This is an optimization exercise on Yosys and OpenROAD, whose aim is small area, a short achievable clock period and few clock cycles, not a production implementation.
Where RTL was checked, it was by simulation tests only, not by an equivalence proof against the original.
Function not checked in runs 2 and 3: the RTL went through the layout flow alone.
Power figures rest on the tool's default switching activity, not on a simulated workload.

[flow/flow/run.sh]
#!/bin/bash
# The standard layout (standard.sh, unchanged steps and settings), with
# the port buffers made from sky130_fd_sc_hd__buf_2 instead of the delay
# cells buffer_ports picks by default. Every port still gets its buffer.
set -euo pipefail
sed -E 's/^(make .*) "\$\{@:-finish\}"$/\1 "BUFFER_PORTS_ARGS=-buffer_cell sky130_fd_sc_hd__buf_2" "${@:-finish}"/' standard.sh > standard_ports.sh
grep -q 'BUFFER_PORTS_ARGS' standard_ports.sh
bash standard_ports.sh > standard.log 2>&1
[flow/standard.sh]
#!/bin/bash
# synth_recipe.tcl (not shown) runs the flow's synth.tcl, then flattens the netlist and writes it again
# the make line also repeats each setting of config.mk as NAME=value (left out here)
make -C /OpenROAD-flow-scripts/flow DESIGN_CONFIG=/design/flow/config.mk WORK_HOME=/design/flow/orfs CLKGATE_MAP_FILE= SYNTH_SCRIPT=/design/flow/synth_recipe.tcl "${@:-finish}"
[flow/config.mk]
export PLATFORM = sky130hd
export DESIGN_NAME = piu
export DESIGN_NICKNAME = piu
export VERILOG_FILES = /design/flow/design.v
export SDC_FILE = /design/flow/constraint.sdc
export NUM_CORES = 4
export LEC_CHECK = 0
export ABC_AREA = 1
export CAP_MARGIN = 20
export CORE_MARGIN = 2
export CORE_UTILIZATION = 40
export GPL_TIMING_DRIVEN = 1
export SETUP_SLACK_MARGIN = 5
export SLEW_MARGIN = 20
export TNS_END_PERCENT = 100
[flow/constraint.sdc]
create_clock -name core_clock -period 10.0 [get_ports {clk}]
set_input_delay 2.0000 -clock core_clock [delete_from_list [all_inputs] [get_ports {clk}]]
set_output_delay 2.0000 -clock core_clock [all_outputs]
set_load 0.01 [all_outputs]
[flow/design.v]
module piu_div (
    input  wire [17:0] dq_i,
    input  wire [5:0]  rem_i,
    input  wire [6:0]  d,        
    input  wire [7:0]  d3,       
    output reg  [17:0] dq_o,
    output reg  [5:0]  rem_o
);
    reg [7:0] t;
    reg [8:0] s1, s2, s3;
    integer k;
    always @(*) begin
        dq_o  = dq_i;
        rem_o = rem_i;
        for (k = 0; k < 2; k = k + 1) begin
            t  = {rem_o, dq_o[17:16]};
            s1 = {1'b0, t} - {2'b0, d};
            s2 = {1'b0, t} - {1'b0, d, 1'b0};
            s3 = {1'b0, t} - {1'b0, d3};
            if (!s3[8]) begin
                rem_o = s3[5:0]; dq_o = {dq_o[15:0], 2'd3};
            end else if (!s2[8]) begin
                rem_o = s2[5:0]; dq_o = {dq_o[15:0], 2'd2};
            end else if (!s1[8]) begin
                rem_o = s1[5:0]; dq_o = {dq_o[15:0], 2'd1};
            end else begin
                rem_o = t[5:0];  dq_o = {dq_o[15:0], 2'd0};
            end
        end
    end
endmodule
module piu (
    input  wire        clk,
    input  wire        rst,
    input  wire        req_valid,
    input  wire        req_write,
    input  wire [2:0]  req_addr,
    input  wire [31:0] req_wdata,
    output wire        req_ready,
    output reg         rsp_valid,
    output reg  [31:0] rsp_data,
    output wire        mem_en,
    output wire [10:0] mem_addr,
    input  wire [63:0] mem_rdata
);
    localparam A_PLEN = 3'd0, A_DLEN = 3'd1, A_WIDTH = 3'd2, A_IDX = 3'd3,
               A_RESULT = 3'd4, A_STATUS = 3'd5, A_CTRL = 3'd6, A_CMD = 3'd7;
    localparam S_IDLE = 0,    
               S_DIV  = 1,    
               S_PRD  = 2,    
               S_SMUL = 3,    
               S_SACC = 4,    
               S_SRD  = 5,    
               S_HRD  = 6,    
               S_HSC  = 7,    
               S_HPRD = 8,    
               S_DATA = 9,    
               S_DAT2 = 10,   
               S_FIN  = 11;   
    localparam NS = 12;
    reg [31:0] plen;
    reg [11:0] dlen;
    reg [5:0]  width;
    reg [31:0] idx;
    reg [31:0] result;
    reg [6:0]  st;
    reg        genfull;
    reg [5:0]  wb;
    reg [NS-1:0] s;
    reg        rdy;
    reg        chk;         
    reg        hm;          
    reg        hml;         
    reg        xw;          
    reg        p2;          
    reg [2:0]  ps;          
    reg [17:0] dq;          
    reg [5:0]  rem;         
    reg [3:0]  dcnt;        
    reg [1:0]  chunk;       
    reg [10:0] ma;          
    reg [5:0]  sh;          
    reg [2:0]  top;         
    reg [6:0]  rsel;        
    reg        use_ma;      
    reg        rdp;
    assign req_ready = rdy | (rdp & req_valid & ~req_write);
    reg  [31:0] cg, ce;
    reg  [15:0] cg1, ce1;
    reg  [7:0]  cg2, ce2;
    reg  [3:0]  cg3, ce3;
    reg  [1:0]  cg4, ce4;
    integer c;
    always @(*) begin
        cg = result & ~plen;
        ce = ~(result ^ plen);
        for (c = 0; c < 16; c = c + 1) begin
            cg1[c] = cg[2*c+1] | (ce[2*c+1] & cg[2*c]);
            ce1[c] = ce[2*c+1] & ce[2*c];
        end
        for (c = 0; c < 8; c = c + 1) begin
            cg2[c] = cg1[2*c+1] | (ce1[2*c+1] & cg1[2*c]);
            ce2[c] = ce1[2*c+1] & ce1[2*c];
        end
        for (c = 0; c < 4; c = c + 1) begin
            cg3[c] = cg2[2*c+1] | (ce2[2*c+1] & cg2[2*c]);
            ce3[c] = ce2[2*c+1] & ce2[2*c];
        end
        for (c = 0; c < 2; c = c + 1) begin
            cg4[c] = cg3[2*c+1] | (ce3[2*c+1] & cg3[2*c]);
            ce4[c] = ce3[2*c+1] & ce3[2*c];
        end
    end
    wire        chk_ge = cg4[1] | (ce4[1] & (cg4[0] | ce4[0]));
    wire [6:0]  st_fin = chk_ge ? 7'h05 : {st[6:4], 4'd0};
    wire [31:0] hmv_x;
    wire [6:0]  st_v  = (s[S_FIN] & chk) ? st_fin : st;
    wire [31:0] res_v = (s[S_FIN] & hm) ? hmv_x : result;
    always @(*) begin
        rsp_data = ({32{rsel[A_PLEN]}}   & plen) |
                   ({32{rsel[A_DLEN]}}   & {20'd0, dlen}) |
                   ({32{rsel[A_WIDTH]}}  & {26'd0, width}) |
                   ({32{rsel[A_IDX]}}    & idx) |
                   ({32{rsel[A_RESULT]}} & res_v) |
                   ({32{rsel[A_STATUS]}} & {25'd0, st_v}) |
                   ({32{rsel[A_CTRL]}}   & {31'd0, genfull});
    end
    function [5:0] bitlen;
        input [31:0] n;
        integer i;
        begin
            bitlen = 6'd0;
            for (i = 0; i < 32; i = i + 1)
                if (n[i]) bitlen = i[5:0] + 6'd1;
        end
    endfunction
    wire [5:0] wbio = wb;
    wire [5:0] wbs  = (wb < 6'd4) ? 6'd4 : wb;
    function [2:0] pshift;
        input [5:0] w;
        begin
            if (w == 6'd4) pshift = 3'd4;
            else if (w == 6'd8) pshift = 3'd3;
            else if (w >= 6'd13 && w <= 6'd16) pshift = 3'd2;
            else if (w >= 6'd22 && w <= 6'd32) pshift = 3'd1;
            else pshift = 3'd0;
        end
    endfunction
    wire        acc   = req_valid & req_ready;
    wire        wr    = acc & req_write;
    wire        cmdw  = wr & (req_addr == A_CMD);
    wire [3:0]  op    = req_wdata[31:28];
    wire        fmt_c = (op == 4'h4) | (op == 4'h5) | (op == 4'h8) | (op == 4'h9);
    wire        hi_nz = |req_wdata[27:12];
    wire        lo_nz = |req_wdata[11:0];
    wire        ill   = (op == 4'hB) | (op == 4'hE) | (op == 4'hF) | hi_nz | (~fmt_c & lo_nz);
    wire        go    = cmdw & ~ill;
    wire [11:0] lin_bs  = req_wdata[11:0];
    wire [5:0]  lin_bio = {req_wdata[11:10], req_wdata[7:6], req_wdata[3:2]};
    wire        plen_z    = (plen == 32'd0);
    wire        dlen_z    = (dlen == 12'd0);
    wire        wpad_bad  = (width == 6'd0) | (width > 6'd32);
    wire        wspan_bad = (width > 6'd32);
    wire        idx_big   = |idx[31:17];
    wire        idx_hmbig = (|idx[31:14]) | (idx[13] & idx[12] & idx[11]);    
    wire        getok     = ~plen_z & ~dlen_z;
    wire [2:0]  ps_bs = pshift(wbs);
    wire [2:0]  ps_w  = pshift(width);
    reg  [6:0] fpw;
    always @(*) begin
        case (width)
            6'd1:  fpw = 7'd64;  6'd2:  fpw = 7'd32;  6'd3:  fpw = 7'd21;
            6'd4:  fpw = 7'd16;  6'd5:  fpw = 7'd12;  6'd6:  fpw = 7'd10;
            6'd7:  fpw = 7'd9;   6'd8:  fpw = 7'd8;   6'd9:  fpw = 7'd7;
            6'd10: fpw = 7'd6;   6'd11: fpw = 7'd5;   6'd12: fpw = 7'd5;
            6'd13, 6'd14, 6'd15, 6'd16: fpw = 7'd4;
            6'd17, 6'd18, 6'd19, 6'd20, 6'd21: fpw = 7'd3;
            default: fpw = 7'd2;
        endcase
    end
    wire [17:0] dv_q;
    wire [5:0]  dv_r;
    reg  [7:0] fpw3;
    always @(*) begin
        case (width)
            6'd1:  fpw3 = 8'd192; 6'd2:  fpw3 = 8'd96;  6'd3:  fpw3 = 8'd63;
            6'd4:  fpw3 = 8'd48;  6'd5:  fpw3 = 8'd36;  6'd6:  fpw3 = 8'd30;
            6'd7:  fpw3 = 8'd27;  6'd8:  fpw3 = 8'd24;  6'd9:  fpw3 = 8'd21;
            6'd10: fpw3 = 8'd18;  6'd11: fpw3 = 8'd15;  6'd12: fpw3 = 8'd15;
            6'd13, 6'd14, 6'd15, 6'd16: fpw3 = 8'd12;
            6'd17, 6'd18, 6'd19, 6'd20, 6'd21: fpw3 = 8'd9;
            default: fpw3 = 8'd6;
        endcase
    end
    piu_div u_div (.dq_i(dq), .rem_i(rem), .d(fpw), .d3(fpw3), .dq_o(dv_q), .rem_o(dv_r));
    reg [17:0] d7_q;
    reg [2:0]  d7_r;
    reg [3:0]  t7;
    integer k;
    always @(*) begin
        d7_q = dq;
        d7_r = rem[2:0];
        for (k = 0; k < 7; k = k + 1) begin
            t7   = {d7_r, d7_q[17]};
            d7_q = {d7_q[16:0], (t7 >= 4'd7)};
            d7_r = (t7 >= 4'd7) ? t7[2:0] + 3'd1 : t7[2:0];    
        end
    end
    wire [11:0] prod = width * rem;
    wire [11:0] tmp  = {top[0], ma};
    wire [17:0] acc_sum = dq + (chunk == 2'd1 ? {6'd0, tmp} : {tmp, 6'd0});
    wire [6:0]  send   = {1'b0, sh} + {1'b0, width};
    wire        scross = send > 7'd64;
    wire [11:0] dlm1   = dlen - 12'd1;
    wire [12:0] dlw    = {1'b0, dlen} - {1'b0, dq[11:0]};
    wire        povf   = (|dq[17:12]) | dlw[12] | (dlw[11:0] == 12'd0);
    wire        strunc = povf | (scross & (dlw == 13'd1));
    wire [10:0] q7     = dq[10:0];
    wire [2:0]  r7     = rem[2:0];
    wire        hm_out = (q7 > ma) | ((q7 == ma) & (r7 >= top));
    wire [14:0] hm_l   = {ma, top} - {4'd0, ma};
    reg  [2:0] wtop;
    integer j;
    always @(*) begin
        wtop = 3'd0;
        for (j = 0; j < 7; j = j + 1)
            if (mem_rdata[9*j +: 9] != 9'd0) wtop = j[2:0] + 3'd1;
    end
    wire [63:0] r5 = sh[5] ? {mem_rdata[31:0], mem_rdata[63:32]} : mem_rdata;
    wire [63:0] r4 = sh[4] ? {r5[15:0], r5[63:16]} : r5;
    wire [63:0] r3 = sh[3] ? {r4[7:0],  r4[63:8]}  : r4;
    wire [63:0] r2 = sh[2] ? {r3[3:0],  r3[63:4]}  : r3;
    wire [63:0] r1 = sh[1] ? {r2[1:0],  r2[63:2]}  : r2;
    wire [31:0] rot = sh[0] ? {r1[0], r1[31:1]} : r1[31:0];
    wire [5:0]  fw = hm ? 6'd9 : width;
    wire [4:0]  nsh = ~sh[4:0];
    reg  [31:0] fmask, lomask;
    integer b;
    always @(*) begin
        for (b = 0; b < 32; b = b + 1) begin
            fmask[b]  = fw[5] | (b < fw[4:0]);
            lomask[b] = ~sh[5] | (b <= nsh);         
        end
    end
    wire [31:0] emask = fmask & (s[S_DAT2] ? ~lomask : lomask);
    wire [31:0] ext   = (rot & emask) | (result & {32{s[S_DAT2]}});
    wire [8:0]  hmv = result[8:0] - 9'd65;
    wire        hmneg = ~(result[8] | result[7] | (result[6] & (|result[5:0])));
    assign hmv_x = {{23{hmneg}}, hmv};
    assign mem_en   = s[S_PRD] | s[S_SRD] | s[S_HRD] | s[S_HPRD] | (s[S_DATA] & xw);
    assign mem_addr = use_ma ? ma : dq[10:0];
    wire smul_done = (chunk == 2'd0) & (idx[16:6] == 11'd0);
    wire sacc_done = (chunk == 2'd2) | (idx[16:12] == 5'd0);
    wire hsc_done  = (wtop != 3'd0) | (ma == 11'd0);
    reg [NS-1:0] ns;
    always @(*) begin
        ns = s;
        if (s[S_DIV] & (dcnt == 4'd1)) ns = 1 << S_PRD;
        if (s[S_PRD])  ns = povf ? (1 << S_IDLE) : (1 << S_DATA);
        if (s[S_SMUL]) ns = smul_done ? (1 << S_SRD) : (chunk == 2'd0) ? (1 << S_SMUL) : (1 << S_SACC);
        if (s[S_SACC]) ns = sacc_done ? (1 << S_SRD) : (1 << S_SMUL);
        if (s[S_SRD])  ns = strunc ? (1 << S_IDLE) : (1 << S_DATA);
        if (s[S_HRD])  ns = 1 << S_HSC;
        if (s[S_HSC])  ns = hsc_done ? (hml ? (1 << S_FIN) : (1 << S_HPRD)) : (1 << S_HRD);
        if (s[S_HPRD]) ns = hm_out ? (1 << S_IDLE) : (1 << S_DATA);
        if (s[S_DATA]) ns = xw ? (1 << S_DAT2) : ((chk | hm) ? (1 << S_FIN) : (1 << S_IDLE));
        if (s[S_DAT2]) ns = chk ? (1 << S_FIN) : (1 << S_IDLE);
        if (s[S_FIN])  ns = 1 << S_IDLE;
        if (go) begin
            case (op)
            4'h6: ns = (wpad_bad | idx_big) ? (1 << S_IDLE) : (ps_w != 3'd0) ? (1 << S_PRD) : (1 << S_DIV);
            4'h7: ns = (wspan_bad | (idx_big & (width != 6'd0))) ? (1 << S_IDLE) : (1 << S_SMUL);
            4'h8: ns = ~getok ? (1 << S_IDLE) : (ps_bs != 3'd0) ? (1 << S_PRD) : (1 << S_DIV);
            4'h9: ns = ~getok ? (1 << S_IDLE) : (1 << S_SMUL);
            4'hA: ns = 1 << S_FIN;
            4'hC: ns = (~genfull | dlen_z | idx_hmbig) ? (1 << S_IDLE) : (1 << S_HRD);
            4'hD: ns = ~genfull ? (1 << S_IDLE) : dlen_z ? (1 << S_FIN) : (1 << S_HRD);
            default: ;
            endcase
        end
    end
    wire rdy_n = (ns[S_IDLE] | ns[S_FIN] |
                  (ns[S_DATA] & ~chk & ~hm & ~(s[S_SRD] & scross)) |
                  (ns[S_DAT2] & ~chk)) & ~(wr & (req_addr == A_PLEN));
    wire op_clr = go & (op == 4'h1);
    always @(posedge clk) begin
        wb <= bitlen(plen - 32'd1);
        if (rst) begin
            plen    <= 32'd0;
            dlen    <= 12'd0;
            width   <= 6'd0;
            idx     <= 32'd0;
            genfull <= 1'b0;
            result  <= 32'd0;
            st      <= 7'd0;
        end else begin
            if (op_clr) begin
                plen    <= 32'd0;
                dlen    <= 12'd0;
                genfull <= 1'b0;
            end else if (wr) begin
                if (req_addr == A_PLEN) plen <= req_wdata;
                if (req_addr == A_DLEN) dlen <= ((|req_wdata[31:12]) | (req_wdata[11] & (|req_wdata[10:0]))) ? 12'd2048 : req_wdata[11:0];
                if (req_addr == A_CTRL) genfull <= req_wdata[0];
            end
            if (op_clr) width <= 6'd0;
            else if (wr & (req_addr == A_WIDTH)) width <= (|req_wdata[31:6]) ? 6'd63 : req_wdata[5:0];
            else if (go & (((op == 4'h8) & getok) | ((op == 4'h2) & ~plen_z))) width <= wbs;
            else if (go & (((op == 4'h9) & getok) | ((op == 4'h3) & ~plen_z))) width <= wbio;
            if (op_clr) idx <= 32'd0;
            else if (wr & (req_addr == A_IDX)) idx <= req_wdata;
            else if (go & (((op == 4'h8) & getok) | (op == 4'h4))) idx <= {20'd0, lin_bs};
            else if (go & (((op == 4'h9) & getok) | (op == 4'h5))) idx <= {26'd0, lin_bio};
            if (op_clr | (go & ((op == 4'h8) | (op == 4'h9)) & ~plen_z & dlen_z)) result <= 32'd0;
            else if (s[S_DATA] | s[S_DAT2]) result <= ext;
            else if (s[S_FIN] & hml) result <= {17'd0, hm_l};
            else if (s[S_FIN] & hm) result <= hmv_x;
            if (s[S_PRD] & povf) st <= 7'h04;
            else if (s[S_SRD] & strunc) st <= 7'h04;
            else if (s[S_HPRD] & hm_out) st <= 7'h06;
            else if (s[S_DATA]) st <= {xw, 2'b01, 4'd0};
            else if (s[S_FIN] & hml) st <= 7'h10;
            else if (s[S_FIN] & chk) st <= st_fin;
            if (cmdw) begin
                if (ill) st <= 7'h01;
                else case (op)
                    4'h1, 4'h4, 4'h5: st <= 7'h00;
                    4'h2, 4'h3: st <= plen_z ? 7'h02 : 7'h00;
                    4'h6: if (wpad_bad) st <= 7'h03; else if (idx_big) st <= 7'h04;
                    4'h7: if (wspan_bad) st <= 7'h03; else if (idx_big & (width != 6'd0)) st <= 7'h04;
                    4'h8, 4'h9: if (plen_z) st <= 7'h02; else if (dlen_z) st <= 7'h30;
                    4'hC: if (~genfull) st <= 7'h20; else if (dlen_z | idx_hmbig) st <= 7'h06;
                    4'hD: if (~genfull) st <= 7'h20; else if (dlen_z) st <= 7'h10;
                    default: ;
                endcase
            end
        end
    end
    always @(posedge clk) begin
        if (rst) begin
            s         <= 1 << S_IDLE;
            rdy       <= 1'b1;
            rdp       <= 1'b0;
            use_ma    <= 1'b0;
            rsp_valid <= 1'b0;
        end else begin
            s         <= ns;
            rdy       <= rdy_n;
            rdp       <= (ns[S_DATA] & (chk | hm) & ~(s[S_SRD] & scross)) | (ns[S_DAT2] & chk);
            use_ma    <= ns[S_HRD] | ns[S_DATA];
            rsp_valid <= acc & ~req_write;
        end
    end
    always @(posedge clk) begin
        if (acc) begin
            rsel[0] <= (req_addr == 3'd0); rsel[1] <= (req_addr == 3'd1);
            rsel[2] <= (req_addr == 3'd2); rsel[3] <= (req_addr == 3'd3);
            rsel[4] <= (req_addr == 3'd4); rsel[5] <= (req_addr == 3'd5);
            rsel[6] <= (req_addr == 3'd6);
        end
        if (cmdw) begin
            chk   <= (op == 4'h8) | (op == 4'h9) | (op == 4'hA);
            hm    <= (op == 4'hC);
            hml   <= (op == 4'hD);
            xw    <= 1'b0;
            chunk <= 2'd0;
            ps    <= (op == 4'h8) ? ps_bs : ps_w;
            p2    <= (op == 4'h8) ? (ps_bs != 3'd0) : (ps_w != 3'd0);
            top   <= 3'd0;
            ma    <= dlen_z ? 11'd0 : dlm1[10:0];
            if (op == 4'h8) begin
                if (ps_bs != 3'd0) begin
                    dq  <= {6'd0, lin_bs >> ps_bs};
                    rem <= {2'd0, lin_bs[3:0] & ~(4'hF << ps_bs)};
                end else begin
                    dq  <= {lin_bs, 6'd0};
                    rem <= 6'd0;
                end
                dcnt <= 4'd3;
            end else if (op == 4'h9) begin
                rem  <= lin_bio;
            end else if (op == 4'hC) begin
                dq   <= {idx[13:0], 4'd0};
                rem  <= 6'd0;
                dcnt <= 4'd2;
            end else if (op == 4'h7) begin
                rem  <= idx[5:0];
            end else if (ps_w != 3'd0) begin
                dq   <= {1'b0, idx[16:0] >> ps_w};
                rem  <= {2'd0, idx[3:0] & ~(4'hF << ps_w)};
            end else if (idx[16:12] == 5'd0) begin
                dq   <= {idx[11:0], 6'd0};
                rem  <= 6'd0;
                dcnt <= 4'd3;
            end else begin
                dq   <= {idx[15:0], 2'd0};
                rem  <= {5'd0, idx[16]};
                dcnt <= 4'd4;
            end
        end else begin
            if (s[S_DIV]) begin
                dq   <= dv_q;
                rem  <= dv_r;
                dcnt <= dcnt - 4'd1;
            end
            if ((s[S_HRD] | s[S_HSC]) & (dcnt != 4'd0)) begin
                dq   <= d7_q;
                rem  <= {3'd0, d7_r};
                dcnt <= dcnt - 4'd1;
            end
            if (s[S_PRD]) sh <= prod[5:0];
            if (s[S_HPRD]) sh <= {r7, 3'd0} + {3'd0, r7};
            if (s[S_SMUL]) begin
                if (chunk == 2'd0) begin
                    sh    <= prod[5:0];
                    dq    <= {12'd0, prod[11:6]};
                    chunk <= 2'd1;
                    rem   <= idx[11:6];
                end else begin
                    {top[0], ma} <= prod;
                    rem          <= {1'b0, idx[16:12]};
                end
            end
            if (s[S_SACC]) begin
                dq    <= acc_sum;
                chunk <= 2'd2;
            end
            if (s[S_SRD]) begin
                xw <= scross;
                ma <= dq[10:0] + 11'd1;
            end
            if (s[S_HSC]) begin
                top <= wtop;
                if (~hsc_done) ma <= ma - 11'd1;
            end
        end
    end
endmodule
==> results of run 1 <==
-- routing by layer --
layer	GRT usage [%]	vias to the layer above
met2	50.1	1580
met1	47.0	13600
li1	-	14000
met5	0	-
met4	13.0	4
met3	5.56	269
-- area by class of cell --
class,instances,area (µm²),share of cell area [%]
sequential,218,4820,17.0
timing repair buffer,239,1460,5.17
timing repair inverter,1,7.51,0.0265
clock buffer,34,712,2.52
tap,837,1050,3.70
inverter,528,2010,7.09
clock inverter,14,118,0.416
multi-input combinational,3177,18100,64.0
antenna,1,2.50,0.00884
-- cell families after synthesis --
kind of cell             Yosys count  share of synthesized area [%]
adder cells (fa/ha/maj)          204                           11.0
AND/OR/NAND/NOR                 1825                           30.3
buffers and inverters            695                           10.6
multiplexers                      21                          0.838
flip-flops                       218                           19.2
AO/OA/AOI/OAI                   1029                           24.6
XOR/XNOR                          98                           3.48
-- path summary, 6_finish.rpt --
path / slack (ns) / depth (start not counted) / from / endpoint
hold / removal: 0.46 / 2 / idx[17] / idx[17]
setup reg to reg: 5.19 / 29 / width[5] / rem[3]
hold reg to reg: 0.46 / 2 / idx[17] / idx[17]
setup / recovery: 5.11 / 13 / plen[13] / rsp_data[2]
-- power groups by stage --
| stage | Sequential, mW | Clock, mW | Combinational [mW] |
|---|---|---|---|
| floorplan | 1.03 | 0 | 1.38 |
| global placement | 1.09 | 0 | 1.88 |
| detailed placement | 1.09 | 0 | 1.88 |
| CTS | 1.06 | 0.955 | 1.94 |
| global route | 1.07 | 0.986 | 2.31 |
| finish | 1.07 | 0.948 | 2.08 |
-- placed cells by master (no fill, tap or decap), types with 71 or more instances in the layout --
| master | count |
|---|---|
| inv_1 | 465 |
| ha_1 | 163 |
| buf_4 | 87 |
| a21oi_1 | 276 |
| buf_2 | 147 |
| o21ai_0 | 334 |
| dfxtp_1 | 166 |
| nand3_1 | 148 |
| nor2_1 | 454 |
| xor2_1 | 71 |
| nand2_1 | 999 |
-- registers in the layout, summed over array words and instances (netlist names), 7 cells and up, named ones only --
register and cells:
result 32, st 7, idx 32, dq 18, plen 32, rsel 7
dlen 12, ma 11, s 12
-- critical path: stages (launching register included) --
cell and delay (ns):
dfxtp_1 0.44, inv_1 0.15, ha_1 0.34, a21oi_1 0.13
nor2_1 0.05, a211oi_1 0.20, o21ai_1 0.13, nand3_1 0.10
nand2_2 0.09, nand3_4 0.13, nand2_1 0.10, nand2_1 0.12
o2111ai_4 0.17, buf_6 0.17
-- Yosys cell counts (6+ instances only) --
master | count | area (µm²)
nor4_1 | 36 | 225
mux2i_1 | 21 | 210
o21a_1 | 6 | 45.0
nor3_1 | 46 | 230
buf_2 | 15 | 75.1
nand3b_1 | 11 | 82.6
inv_2 | 35 | 131
o211ai_1 | 66 | 495
a21oi_1 | 289 | 1450
a31oi_1 | 35 | 219
clkbuf_1 | 122 | 458
nand3_1 | 150 | 751
xnor2_1 | 22 | 193
inv_1 | 481 | 1810
buf_1 | 23 | 86.3
o21ai_1 | 35 | 175
fa_1 | 27 | 541
nand4_1 | 42 | 263
a32o_1 | 12 | 120
edfxtp_1 | 44 | 1320
o221ai_1 | 38 | 333
nand2_4 | 6 | 67.6
a32oi_1 | 8 | 70.1
o22ai_1 | 50 | 313
nand2_1 | 1016 | 3810
o31ai_1 | 13 | 97.6
nor2_2 | 8 | 50.1
o21bai_1 | 8 | 60.1
nand2_2 | 13 | 81.3
nor2_1 | 460 | 1730
xor2_1 | 74 | 648
clkinv_1 | 12 | 45.0
dfxtp_1 | 174 | 3480
or2_2 | 11 | 68.8
o2111ai_1 | 29 | 254
ha_1 | 177 | 2210
a211oi_1 | 22 | 165
a221oi_1 | 13 | 114
o21ai_0 | 349 | 1750
-- what timing repair did --
| action | in CTS | in global routing |
|---|---|---|
| cloned | 1 | 0 |
| setup endpoints to repair | 139 | 35 |
| gates resized for setup | 62 | 88 |
| setup buffers | 33 | 23 |
| pin swaps | 12 | 28 |
| endpoints found under the hold margin | 0 | 0 |
==> flow_summary.yaml, run 1 <==
run_status:
  status: "complete, no violations"
global_route:
  grt_pass1_wl_mm: 165
  grt_usage_pct: 33.2
  antenna_found_initial: 5
  grt_max_degree: 86
  grt_overflow_total: 0
  grt_pass1_vias: 26700
timing:
  slew_headroom_pct: 29.7
  setup_viol: 0
  finalHoldViolations: 0
  slew_violations: 0
  fmax_mhz: 205
  skew_ns: 0.0115
  tns_ns: 0
  fin_ws_ns: 5.11
  post-route-period-util_pct: 48.9
  whs_ns: 0.460
  finalCriticalPeriod_ns: 4.89
  rsz0062_at_grt: "yes"
  worstMarginPinSlew_ns: 1.05
yosys:
  synth_area_um2: 25100
  synthesis.nets: 4397
  synthFlopType: "dfxtp_1"
  synth_cell_types: 79
  synth_edf_count: 44
  yosysWarnings: 2
  synth-async-reset-ratio_pct: 0
  synth_cells: 4090
  avgSynthCellArea_um2: 6.13
  ys_seq_area_share_pct: 19.2
  ys_ff_latch: 218
placed_design:
  dp_hpwl_mm: 86.3
  placed_cells: 4943
  dpl-instance-area_um2: 26500
  io_buffers: 148
  gp_congestion: 1.03
  pre_cts_ws_ns: 3.26
clock_tree:
  numCtsBuffers: 26
  ctsRootBufferMaster: "clkbuf_16"
  clk-insertion-delay-late_ns: 0.57
  clk_pin_slew_ns: 0.07
  cts_tree: "done"
  cts.sinks: 218
  htree_levels: 1
  cts-hold-fix-buffers: 0
  cts_max_path_buffers: 3
critical_path:
  cp.arrival_ns: 2.89
  cp_data_required_time_ns: 8.00
  worstSetupEndpointType: "output port"
  startpoint_type: "flop"
  path_max_fanout: 8
  worst-setup-path-type: "reg -> out"
finish:
  syn_to_final_growth_pct: 12.8
  stdcell_area_um2: 28300
  stdcell_count: 5049
  n_fill_cell: 6691
  layout-drive-gt1-share_pct: 11.4
  fin_util_pct: 45.8
  final_nets: 4498
worst_hold_path:
  hp-class: "reg -> reg"
route:
  drt-vias-per-instance: 5.84
  drt_first_pass_iters: 8
  drt_wl_total_mm: 111
  drcViolationCount: 0
  first_iter_violations: 3454
  vias: 29500
  routedWlPerCell_um: 21.9
  ant_nets: 0
  routed-wl-met3_mm: 10.9
  wl_met1_mm: 48.5
  dr_wl_met2_mm: 46.4
  top_layer: "met5"
flow_run:
  max_cap_violations: 0
die:
  start_util_pct: 40.6
  core_um2: 61800
  io_pins: 149
  die_x_um: 254
  fp-row-count: 91
  dieArea_um2: 64700
  die_h_um: 254
power:
  comb_power_share_pct: 50.8
  p_seq_share_pct: 26.1
  switchingPower_mw: 1.91
  leakagePower_nw: 12.7
  pwr-share-clk_pct: 23.1
  total_power_mw: 4.10
  intPower_mw: 2.19
  swShare_pct: 46.6
  power_density_nw_per_um2: 145
  peakVddDrop_mv: 0.110
Testbench counts, summed over its fixed seeds: cycles 14,160.
==> run 2, diff against run 1 <==
--- a/flow/design.v
+++ b/flow/design.v
@@ -158,2 +158,19 @@
     wire [11:0] lin_bs  = req_wdata[11:0];
+    wire [6:0]  bw1 = {1'b0, wb};
+    wire [6:0]  bw3 = {1'b0, wb} + {wb, 1'b0};
+    function [6:0] dmul;
+        input [1:0] dg;
+        input [6:0] m1, m3;
+        begin
+            case (dg)
+                2'd0: dmul = 7'd0;
+                2'd1: dmul = m1;
+                2'd2: dmul = {m1[5:0], 1'b0};
+                default: dmul = m3;
+            endcase
+        end
+    endfunction
+    wire [10:0] bio_pos = {dmul(req_wdata[11:10], bw1, bw3), 4'd0} +
+                          {2'd0, dmul(req_wdata[7:6], bw1, bw3), 2'd0} +
+                          {4'd0, dmul(req_wdata[3:2], bw1, bw3)};
     wire [5:0]  lin_bio = {req_wdata[11:10], req_wdata[7:6], req_wdata[3:2]};
@@ -273,3 +290,3 @@
             4'h8: ns = ~getok ? (1 << S_IDLE) : (ps_bs != 3'd0) ? (1 << S_PRD) : (1 << S_DIV);
-            4'h9: ns = ~getok ? (1 << S_IDLE) : (1 << S_SMUL);
+            4'h9: ns = ~getok ? (1 << S_IDLE) : (1 << S_SRD);
             4'hA: ns = 1 << S_FIN;
@@ -380,3 +397,4 @@
             end else if (op == 4'h9) begin
-                rem  <= lin_bio;
+                dq   <= {13'd0, bio_pos[10:6]};
+                sh   <= bio_pos[5:0];
             end else if (op == 4'hC) begin
==> run 2 against run 1 <==
Sequential share of layout area fell by 0.72 points; global-route usage rose by 0.26 points; clock power rose by 14%; count of clock-buffer cells in the layout rose by 6; synthesized cell count rose by 2.3%; sequential power rose by 4%; via count rose by 3.7%.
==> flow_summary.yaml, run 2 <==
clock_tree:
  cts_tree: "done"
  htree_levels: 1
  ctsRootBufferMaster: "clkbuf_16"
  clk_pin_slew_ns: 0.06
  cts_max_path_buffers: 3
  clk-insertion-delay-late_ns: 0.59
  numCtsBuffers: 27
  cts-hold-fix-buffers: 0
  cts.sinks: 218
yosys:
  synth_cell_types: 77
  synth-simple-area-share_pct: 28.8
  synthesis.nets: 4520
  synth_top_family_by_area: "simple AND/OR/NAND/NOR gates"
  synth_compound_area_share_pct: 25.2
  synth_most_common_cell: "nand2_1"
  synth_adder_area_share_pct: 12.1
  synthTopCellsByCount: "nand2_1, inv_1, nor2_1, o21ai_0, a21oi_1"
  yosysWarnings: 2
  ys_ff_latch: 218
  yosys-top-cells-area: "nand2_1, dfxtp_1, ha_1, inv_1, o21ai_0"
  synthFlopType: "dfxtp_1"
  avgSynthCellArea_um2: 6.19
  netlist.area_leader.share_pct: 14.1
  synth_cells: 4186
  yosysTopAreaCell: "nand2_1"
  ys_seq_area_share_pct: 18.5
  synth_xor_area_share_pct: 3.78
  synth_edf_count: 44
  synth-async-reset-ratio_pct: 0
  synth_area_um2: 25900
  synthMuxAreaShare_pct: 0.734
die:
  start_util_pct: 40.3
  die_h_um: 259
  core_um2: 64200
  io_pins: 149
  dieArea_um2: 66800
  die_x_um: 259
  fp-row-count: 93
finish:
  final_cell_mix: "nand2_1, inv_1, nor2_1, o21ai_0, a21oi_1"
  reg.largest.list: "idx (32), plen (32), result (32)"
  syn_to_final_growth_pct: 14.3
  seq_area_um2: 4830
  fin_util_pct: 46.1
  layout_commonest_cell: "nand2_1"
  multiInputGateArea_um2: 18900
  final_nets: 4631
  n_fill_cell: 6936
  layout-drive-gt1-share_pct: 12.5
critical_path:
  startpoint_type: "flop"
  path_max_fanout: 6
  worst-setup-path-type: "reg -> out"
  cp_data_required_time_ns: 8.00
  cp.arrival_ns: 2.92
  worstSetupEndpointType: "output port"
global_route:
  grt_max_degree: 92
  grt_pass1_vias: 27700
  grt_pass1_wl_mm: 172
  grt_usage_pct: 33.5
  antenna_found_initial: 3
  grt_overflow_total: 0
route:
  routedWlPerCell_um: 22.7
  drt_first_pass_iters: 6
  drcViolationCount: 0
  drt-vias-per-instance: 5.91
  ant_nets: 0
  drt_wl_total_mm: 117
  vias: 30600
  first_iter_violations: 3809
timing:
  tns_ns: 0
  slew_headroom_pct: 21.4
  finalHoldViolations: 0
  slew_violations: 0
  rsz0062_at_grt: "yes"
  finalCriticalPeriod_ns: 4.92
  worstMarginPinSlew_ns: 1.17
  fin_ws_ns: 5.08
  skew_ns: 0.0278
  post-route-period-util_pct: 49.2
  fmax_mhz: 203
  setup_viol: 0
power:
  peakVddDrop_mv: 0.140
  power_density_nw_per_um2: 179
  total_power_mw: 5.32
  leakagePower_nw: 13.4
flow_run:
  max_cap_violations: 0
worst_hold_path:
  hp-class: "reg -> reg"
placed_design:
  gp_congestion: 1.06
  dp_hpwl_mm: 91.2
  pre_cts_ws_ns: 3.42
  io_buffers: 148
run_status:
  status: "complete, no violations"
==> run 2: changes by cell type after synthesis, sizes merged, moves of 10 or more <==
cell,previous run,this run
o211ai,69,43
nand2,1035,993
inv,516,545
o31ai,13,23
a21oi,291,324
ha,177,199
a221oi,14,29
o221ai,38,48
a31oi,36,49
==> run 2: layer usage <==
layer | GRT usage, % | vias up | wire [µm]
li1 | - | 14400 | -
met1 | 47.3 | 14100 | 49800
met2 | 50.1 | 1739 | 48800
met3 | 4.67 | 323 | 12400
met4 | 15.6 | 2 | 6360
met5 | 0 | - | 13
==> run 2: logic make-up after synthesis <==
family / after synthesis
muxes: 19
buffers and inverters: 731
AOI/OAI and AO/OA: 1096
DFF: 218
and+or+nand+nor: 1781
xor gates and xnor gates: 110
adders and majority gates: 231
==> run 2: cell type report <==
class | instances | share of cell area [%]
multi-input combinational | 3237 | 63.9
tap | 855 | 3.61
clock buffer | 40 | 2.76
antenna | 1 | 0.00845
timing repair buffer | 258 | 5.68
sequential | 218 | 16.3
clock inverter | 10 | 0.507
inverter | 555 | 7.17
==> run 2: path summary, 6_finish.rpt <==
path,from,to,slack [ns],cells after the start
setup / recovery,plen[30],rsp_data[6],5.08,12
hold reg to reg,idx[31],idx[31],0.46,2
hold / removal,idx[31],idx[31],0.46,2
setup reg to reg,rem[0],rem[1],5.15,45
==> run 2: critical path, cell delays in order, from the launching register on <==
cell and delay (ns):
dfxtp_1 0.36, inv_1 0.16, ha_1 0.34, nand4_1 0.16, nor3_2 0.19, nand2_1 0.10
nor3_2 0.13, o21ai_1 0.08, nand2_1 0.14, nand3_4 0.14, buf_6 0.16, a31o_4 0.24
buf_6 0.13
==> run 2: what timing repair did <==
| item | CTS | global route |
|---|---|---|
| resized for setup | 67 | 136 |
| pin swaps | 15 | 38 |
| buffers inserted | 26 | 47 |
| endpoints found under the setup margin | 61 | 31 |
| gates cloned | 0 | 2 |
==> run 2: where the power goes <==
part | switching (mW) | leakage, nW | internal [mW] | total (mW)
clock network | 0.434 | 0.473 | 0.646 | 1.08
logic | 2.09 | 11.1 | 1.04 | 3.12
registers | 0.142 | 1.87 | 0.973 | 1.11
==> run 2: per-stage QoR <==
stage / std cells / area (µm²) / hold WS (ns)
finish: 5174 / 29600 / 0.462
global route: 5173 / 29600 / 0.478
CTS: 5124 / 28800 / 0.462
detailed placement: 5048 / 27300 / 0.454
global placement: 5048 / 27300 / 0.451
floorplan: 4186 / 25900 / 0.438
==> run 3, diff against run 2 <==
--- a/flow/design.v
+++ b/flow/design.v
@@ -158,19 +158,2 @@
     wire [11:0] lin_bs  = req_wdata[11:0];
-    wire [6:0]  bw1 = {1'b0, wb};
-    wire [6:0]  bw3 = {1'b0, wb} + {wb, 1'b0};
-    function [6:0] dmul;
-        input [1:0] dg;
-        input [6:0] m1, m3;
-        begin
-            case (dg)
-                2'd0: dmul = 7'd0;
-                2'd1: dmul = m1;
-                2'd2: dmul = {m1[5:0], 1'b0};
-                default: dmul = m3;
-            endcase
-        end
-    endfunction
-    wire [10:0] bio_pos = {dmul(req_wdata[11:10], bw1, bw3), 4'd0} +
-                          {2'd0, dmul(req_wdata[7:6], bw1, bw3), 2'd0} +
-                          {4'd0, dmul(req_wdata[3:2], bw1, bw3)};
     wire [5:0]  lin_bio = {req_wdata[11:10], req_wdata[7:6], req_wdata[3:2]};
@@ -185,14 +168,19 @@
     wire [2:0]  ps_w  = pshift(width);
-    reg  [6:0] fpw;
-    always @(*) begin
-        case (width)
-            6'd1:  fpw = 7'd64;  6'd2:  fpw = 7'd32;  6'd3:  fpw = 7'd21;
-            6'd4:  fpw = 7'd16;  6'd5:  fpw = 7'd12;  6'd6:  fpw = 7'd10;
-            6'd7:  fpw = 7'd9;   6'd8:  fpw = 7'd8;   6'd9:  fpw = 7'd7;
-            6'd10: fpw = 7'd6;   6'd11: fpw = 7'd5;   6'd12: fpw = 7'd5;
-            6'd13, 6'd14, 6'd15, 6'd16: fpw = 7'd4;
-            6'd17, 6'd18, 6'd19, 6'd20, 6'd21: fpw = 7'd3;
-            default: fpw = 7'd2;
-        endcase
-    end
+    function [6:0] fpwf;    
+        input [5:0] w;
+        begin
+            case (w)
+                6'd1:  fpwf = 7'd64;  6'd2:  fpwf = 7'd32;  6'd3:  fpwf = 7'd21;
+                6'd4:  fpwf = 7'd16;  6'd5:  fpwf = 7'd12;  6'd6:  fpwf = 7'd10;
+                6'd7:  fpwf = 7'd9;   6'd8:  fpwf = 7'd8;   6'd9:  fpwf = 7'd7;
+                6'd10: fpwf = 7'd6;   6'd11: fpwf = 7'd5;   6'd12: fpwf = 7'd5;
+                6'd13, 6'd14, 6'd15, 6'd16: fpwf = 7'd4;
+                6'd17, 6'd18, 6'd19, 6'd20, 6'd21: fpwf = 7'd3;
+                default: fpwf = 7'd2;
+            endcase
+        end
+    endfunction
+    wire [6:0] fpw = fpwf(width);
+    wire       sk_bs = ({3'd0, lin_bs[11:8]} < fpwf(wbs));
+    wire       sk_w  = ({3'd0, idx[11:8]} < fpw);
     wire [17:0] dv_q;
@@ -212,2 +200,15 @@
     piu_div u_div (.dq_i(dq), .rem_i(rem), .d(fpw), .d3(fpw3), .dq_o(dv_q), .rem_o(dv_r));
+    reg [17:0] e7_q;
+    reg [2:0]  e7_r;
+    reg [3:0]  e7_t;
+    integer k2;
+    always @(*) begin
+        e7_q = {idx[13:0], 4'd0};
+        e7_r = 3'd0;
+        for (k2 = 0; k2 < 7; k2 = k2 + 1) begin
+            e7_t = {e7_r, e7_q[17]};
+            e7_q = {e7_q[16:0], (e7_t >= 4'd7)};
+            e7_r = (e7_t >= 4'd7) ? e7_t[2:0] + 3'd1 : e7_t[2:0];
+        end
+    end
     reg [17:0] d7_q;
@@ -266,3 +267,4 @@
     assign hmv_x = {{23{hmneg}}, hmv};
-    assign mem_en   = s[S_PRD] | s[S_SRD] | s[S_HRD] | s[S_HPRD] | (s[S_DATA] & xw);
+    assign mem_en   = s[S_PRD] | s[S_SRD] | s[S_HRD] | s[S_HPRD] | (s[S_DATA] & xw) |
+                      (s[S_HSC] & hm & (dcnt == 4'd0));
     assign mem_addr = use_ma ? ma : dq[10:0];
@@ -280,5 +282,5 @@
         if (s[S_HRD])  ns = 1 << S_HSC;
-        if (s[S_HSC])  ns = hsc_done ? (hml ? (1 << S_FIN) : (1 << S_HPRD)) : (1 << S_HRD);
-        if (s[S_HPRD]) ns = hm_out ? (1 << S_IDLE) : (1 << S_DATA);
-        if (s[S_DATA]) ns = xw ? (1 << S_DAT2) : ((chk | hm) ? (1 << S_FIN) : (1 << S_IDLE));
+        if (s[S_HSC])  ns = hsc_done ? (hml ? (1 << S_FIN) : (dcnt == 4'd0) ? (1 << S_DATA) : (1 << S_HPRD)) : (1 << S_HRD);
+        if (s[S_HPRD]) ns = 1 << S_DATA;
+        if (s[S_DATA]) ns = xw ? (1 << S_DAT2) : ((chk | (hm & ~hm_out)) ? (1 << S_FIN) : (1 << S_IDLE));
         if (s[S_DAT2]) ns = chk ? (1 << S_FIN) : (1 << S_IDLE);
@@ -290,3 +292,3 @@
             4'h8: ns = ~getok ? (1 << S_IDLE) : (ps_bs != 3'd0) ? (1 << S_PRD) : (1 << S_DIV);
-            4'h9: ns = ~getok ? (1 << S_IDLE) : (1 << S_SRD);
+            4'h9: ns = ~getok ? (1 << S_IDLE) : (1 << S_SMUL);
             4'hA: ns = 1 << S_FIN;
@@ -331,3 +333,3 @@
             if (op_clr | (go & ((op == 4'h8) | (op == 4'h9)) & ~plen_z & dlen_z)) result <= 32'd0;
-            else if (s[S_DATA] | s[S_DAT2]) result <= ext;
+            else if ((s[S_DATA] & ~(hm & hm_out)) | s[S_DAT2]) result <= ext;
             else if (s[S_FIN] & hml) result <= {17'd0, hm_l};
@@ -336,3 +338,3 @@
             else if (s[S_SRD] & strunc) st <= 7'h04;
-            else if (s[S_HPRD] & hm_out) st <= 7'h06;
+            else if (s[S_DATA] & hm & hm_out) st <= 7'h06;
             else if (s[S_DATA]) st <= {xw, 2'b01, 4'd0};
@@ -391,2 +393,5 @@
                     rem <= {2'd0, lin_bs[3:0] & ~(4'hF << ps_bs)};
+                end else if (sk_bs) begin
+                    dq  <= {lin_bs[7:0], 10'd0};
+                    rem <= {2'd0, lin_bs[11:8]};
                 end else begin
@@ -395,10 +400,9 @@
                 end
-                dcnt <= 4'd3;
+                dcnt <= sk_bs ? 4'd2 : 4'd3;
             end else if (op == 4'h9) begin
-                dq   <= {13'd0, bio_pos[10:6]};
-                sh   <= bio_pos[5:0];
+                rem  <= lin_bio;
             end else if (op == 4'hC) begin
-                dq   <= {idx[13:0], 4'd0};
-                rem  <= 6'd0;
-                dcnt <= 4'd2;
+                dq   <= e7_q;
+                rem  <= {3'd0, e7_r};
+                dcnt <= 4'd1;
             end else if (op == 4'h7) begin
@@ -409,5 +413,10 @@
             end else if (idx[16:12] == 5'd0) begin
-                dq   <= {idx[11:0], 6'd0};
-                rem  <= 6'd0;
-                dcnt <= 4'd3;
+                if (sk_w) begin
+                    dq  <= {idx[7:0], 10'd0};
+                    rem <= {2'd0, idx[11:8]};
+                end else begin
+                    dq  <= {idx[11:0], 6'd0};
+                    rem <= 6'd0;
+                end
+                dcnt <= sk_w ? 4'd2 : 4'd3;
             end else begin
@@ -429,3 +438,3 @@
             if (s[S_PRD]) sh <= prod[5:0];
-            if (s[S_HPRD]) sh <= {r7, 3'd0} + {3'd0, r7};
+            if (s[S_HSC] | s[S_HPRD]) sh <= {r7, 3'd0} + {3'd0, r7};
             if (s[S_SMUL]) begin
==> run 3 against run 2 <==
Still clean on timing, DRC and antenna; combinational power shrank 23%; sequential power is 4% lower; register-to-register slack worse by 0.02 ns; first-iteration DRC count up 4.8%; die area is 0.46% higher; final cell count grew 0.64%; critical path type unchanged; largest power group unchanged.
==> flow_summary.yaml, run 3 <==
run_status:
  status: "complete, no violations"
route:
  first_iter_violations: 3993
  drt_wl_total_mm: 115
  vias: 30900
  routedWlPerCell_um: 22.2
  ant_nets: 0
  drt_first_pass_iters: 10
  drt-vias-per-instance: 5.94
  drcViolationCount: 0
placed_design:
  gp_congestion: 1.04
  dpl-instance-area_um2: 27500
  io_buffers: 148
  dp_hpwl_mm: 89.7
  placed_cells: 5100
  pre_cts_ws_ns: 3.66
clock_tree:
  clk-insertion-delay-late_ns: 0.59
  ctsRootBufferMaster: "clkbuf_16"
  cts.sinks: 218
  numCtsBuffers: 27
  htree_levels: 1
  clk_pin_slew_ns: 0.07
  cts-hold-fix-buffers: 0
  cts_tree: "done"
  cts_max_path_buffers: 3
global_route:
  grt_usage_pct: 32.7
  grt_pass1_vias: 27700
  grt_overflow_total: 0
  grt_max_degree: 87
  grt_pass1_wl_mm: 169
  antenna_found_initial: 4
power:
  total_power_mw: 4.48
  swShare_pct: 47.8
  power_density_nw_per_um2: 151
  intPower_mw: 2.33
  switchingPower_mw: 2.14
  p_seq_share_pct: 23.9
  pwr-share-clk_pct: 22.5
  leakagePower_nw: 13.3
  comb_power_share_pct: 53.6
  peakVddDrop_mv: 0.129
yosys:
  synthTopCellsByCount: "nand2_1, inv_1, nor2_1, o21ai_0, a21oi_1"
  yosys-top-cells-area: "nand2_1, dfxtp_1, ha_1, inv_1, o21ai_0"
  synth_xor_area_share_pct: 3.66
  synth_cells: 4229
  synth_top_family_by_area: "simple AND/OR/NAND/NOR gates"
  synth_most_common_cell: "nand2_1"
  synth-simple-area-share_pct: 29.1
  synth-async-reset-ratio_pct: 0
  yosysTopAreaCell: "nand2_1"
  netlist.area_leader.share_pct: 13.5
  synth_edf_count: 44
  synth_area_um2: 26000
  ys_ff_latch: 218
  synth_cell_types: 74
  synth_adder_area_share_pct: 11.3
  avgSynthCellArea_um2: 6.16
  synthMuxAreaShare_pct: 1.12
  synth_compound_area_share_pct: 25.5
  ys_seq_area_share_pct: 18.5
  yosysWarnings: 2
  synthFlopType: "dfxtp_1"
  synthesis.nets: 4550
worst_hold_path:
  min_from: "st[3]"
  hold_path_end: "st[3]"
  holdPathStages: 2
  hp-class: "reg -> reg"
critical_path:
  rrSetupSlack_ns: 5.13
  path_delay_family: "compound AO/OA/AOI/OAI gates"
  r2r_cells: 31
  path_max_fanout: 19
  worstSetupEndpointType: "output port"
  cp_num_cells: 5
  worst-setup-path-type: "reg -> out"
  cp_data_required_time_ns: 8.00
  cpPeakStageDelay_ns: 0.59
  cp.arrival_ns: 2.92
  crit_buf_inv: 2
  worstReg2RegStart: "width[5]"
  r2r_end: "rem[3]"
  worst_path_max_delay_cell: "o21ai_0"
  path_cells: "nand2_2 > clkinv_1 > o21ai_0 > o221ai_1 > buf_2"
  startpoint_type: "flop"
die:
  die_x_um: 259
  start_util_pct: 40.5
  dieArea_um2: 67100
  io_pins: 149
  fp-row-count: 93
  core_um2: 64300
  die_h_um: 259
timing:
  fin_ws_ns: 5.08
  slew_violations: 0
  whs_ns: 0.468
  rsz0062_at_grt: "yes"
  finalCriticalPeriod_ns: 4.92
  slew_headroom_pct: 33.5
  skew_ns: 0.0272
  setup_viol: 0
  fmax_mhz: 203
  worstMarginPinSlew_ns: 0.989
  tns_ns: 0
  finalHoldViolations: 0
  post-route-period-util_pct: 49.2
finish:
  stdcell_count: 5207
  stdcell_area_um2: 29600
  layout-drive-gt1-share_pct: 11.7
  layout_commonest_cell: "nand2_1"
  fin_util_pct: 46.0
  final_cell_mix: "nand2_1, inv_1, nor2_1, o21ai_0, a21oi_1"
  reg.largest.list: "idx (32), plen (32), result (32)"
  syn_to_final_growth_pct: 13.7
  final_nets: 4653
flow_run:
  max_cap_violations: 0
==> run 3: layout make-up <==
cell class	instances	area [µm²]
well taps	855	1070
fillers	6865	34700
clock inverters	13	118
clock buffers	35	767
multi-input cells	3270	19100
diodes	1	2.50
repair buffers	246	1570
inverters	569	2170
flip-flops and latches	218	4830
==> run 3: timing repair <==
| item | 4_1_cts | 5_1_grt |
|---|---|---|
| cloned | 0 | 1 |
| pin swaps | 16 | 34 |
| gates resized for setup | 79 | 117 |
| endpoints found under the setup margin | 71 | 34 |
| buffers inserted | 27 | 30 |
==> run 3: logic make-up after synthesis <==
kind of cell	Yosys count
buffers and inverters	741
XOR/XNOR	107
flip-flops	218
AO/OA/AOI/OAI	1118
multiplexers	29
AND/OR/NAND/NOR	1798
adder cells (fa/ha/maj)	218
==> run 3: how the worst max path moves through the flow <==
| stage | startpoint | end | slack [ns] |
|---|---|---|---|
| after floorplan | width[5] | rem[0] | 5.04 |
| final | hm | rsp_data[13] | 5.08 |
| after global placement | req_valid | result[31] | 3.74 |
| after detailed placement | req_valid | result[30] | 3.66 |
| after global routing | width[5] | rem[3] | 4.87 |
| after CTS | dq[17] | rem[0] | 4.99 |
==> run 3: per-layer routing <==
metal	track usage [%]	wire, µm	up-vias
met5	0	27	-
met4	13.2	5460	4
met3	5.68	12300	323
met2	48.7	48300	1797
met1	46.5	49400	14300
li1	-	-	14500
==> run 3: power by group through the flow <==
stage / registers, mW / logic (mW) / clock network, mW
after global routing: 1.07 / 2.64 / 1.04
final: 1.07 / 2.40 / 1.01
after CTS: 1.06 / 2.20 / 1.01
after global placement: 1.08 / 2.12 / 0
after floorplan: 1.03 / 1.55 / 0
after detailed placement: 1.08 / 2.12 / 0
==> run 3: worst register-to-register path: cells and delay by family (launching register included) <==
family / cells / cell delay [ns]
compound gates: 13 / 1.87
simple gates: 12 / 1.30
fa+ha+maj: 2 / 0.55
buf+inv: 4 / 0.53
flops: 1 / 0.34

static timing again, ports no longer ideal:
The flow's constraints put no driver on any port. The routed layouts listed below were extracted and timed again, unchanged, in two steps. Step 1, drivers: a clkbuf_16 drives clk and a buf_2 each remaining input, both assumed. Step 2 adds t to the input delays and takes it off the output delays; t is the mean of the earliest and latest rising clock arrival at the registers after step 1. Input paths then give back, and output paths get back, about the clock's delay inside the block. a / b / c = no drivers / after step 1 / after step 2; a / b = the first two.
| run | shift t [ns] | slack for setup (ns) | latest minus earliest clock arrival (ns) |
|---|---|---|---|
| run 1 | 0.623 | 5.114 / 5.053 / 4.657 | 0.011 / 0.011 |
| run 2 | 0.637 | 5.080 / 5.024 / 4.554 | 0.028 / 0.028 |
| run 3 | 0.631 | 5.077 / 5.019 / 4.642 | 0.027 / 0.027 |
After both steps every run listed still meets setup and hold. The setup slack of run 2, which loses most, moves by -0.056 ns with the drivers and by -0.526 ns with both steps.
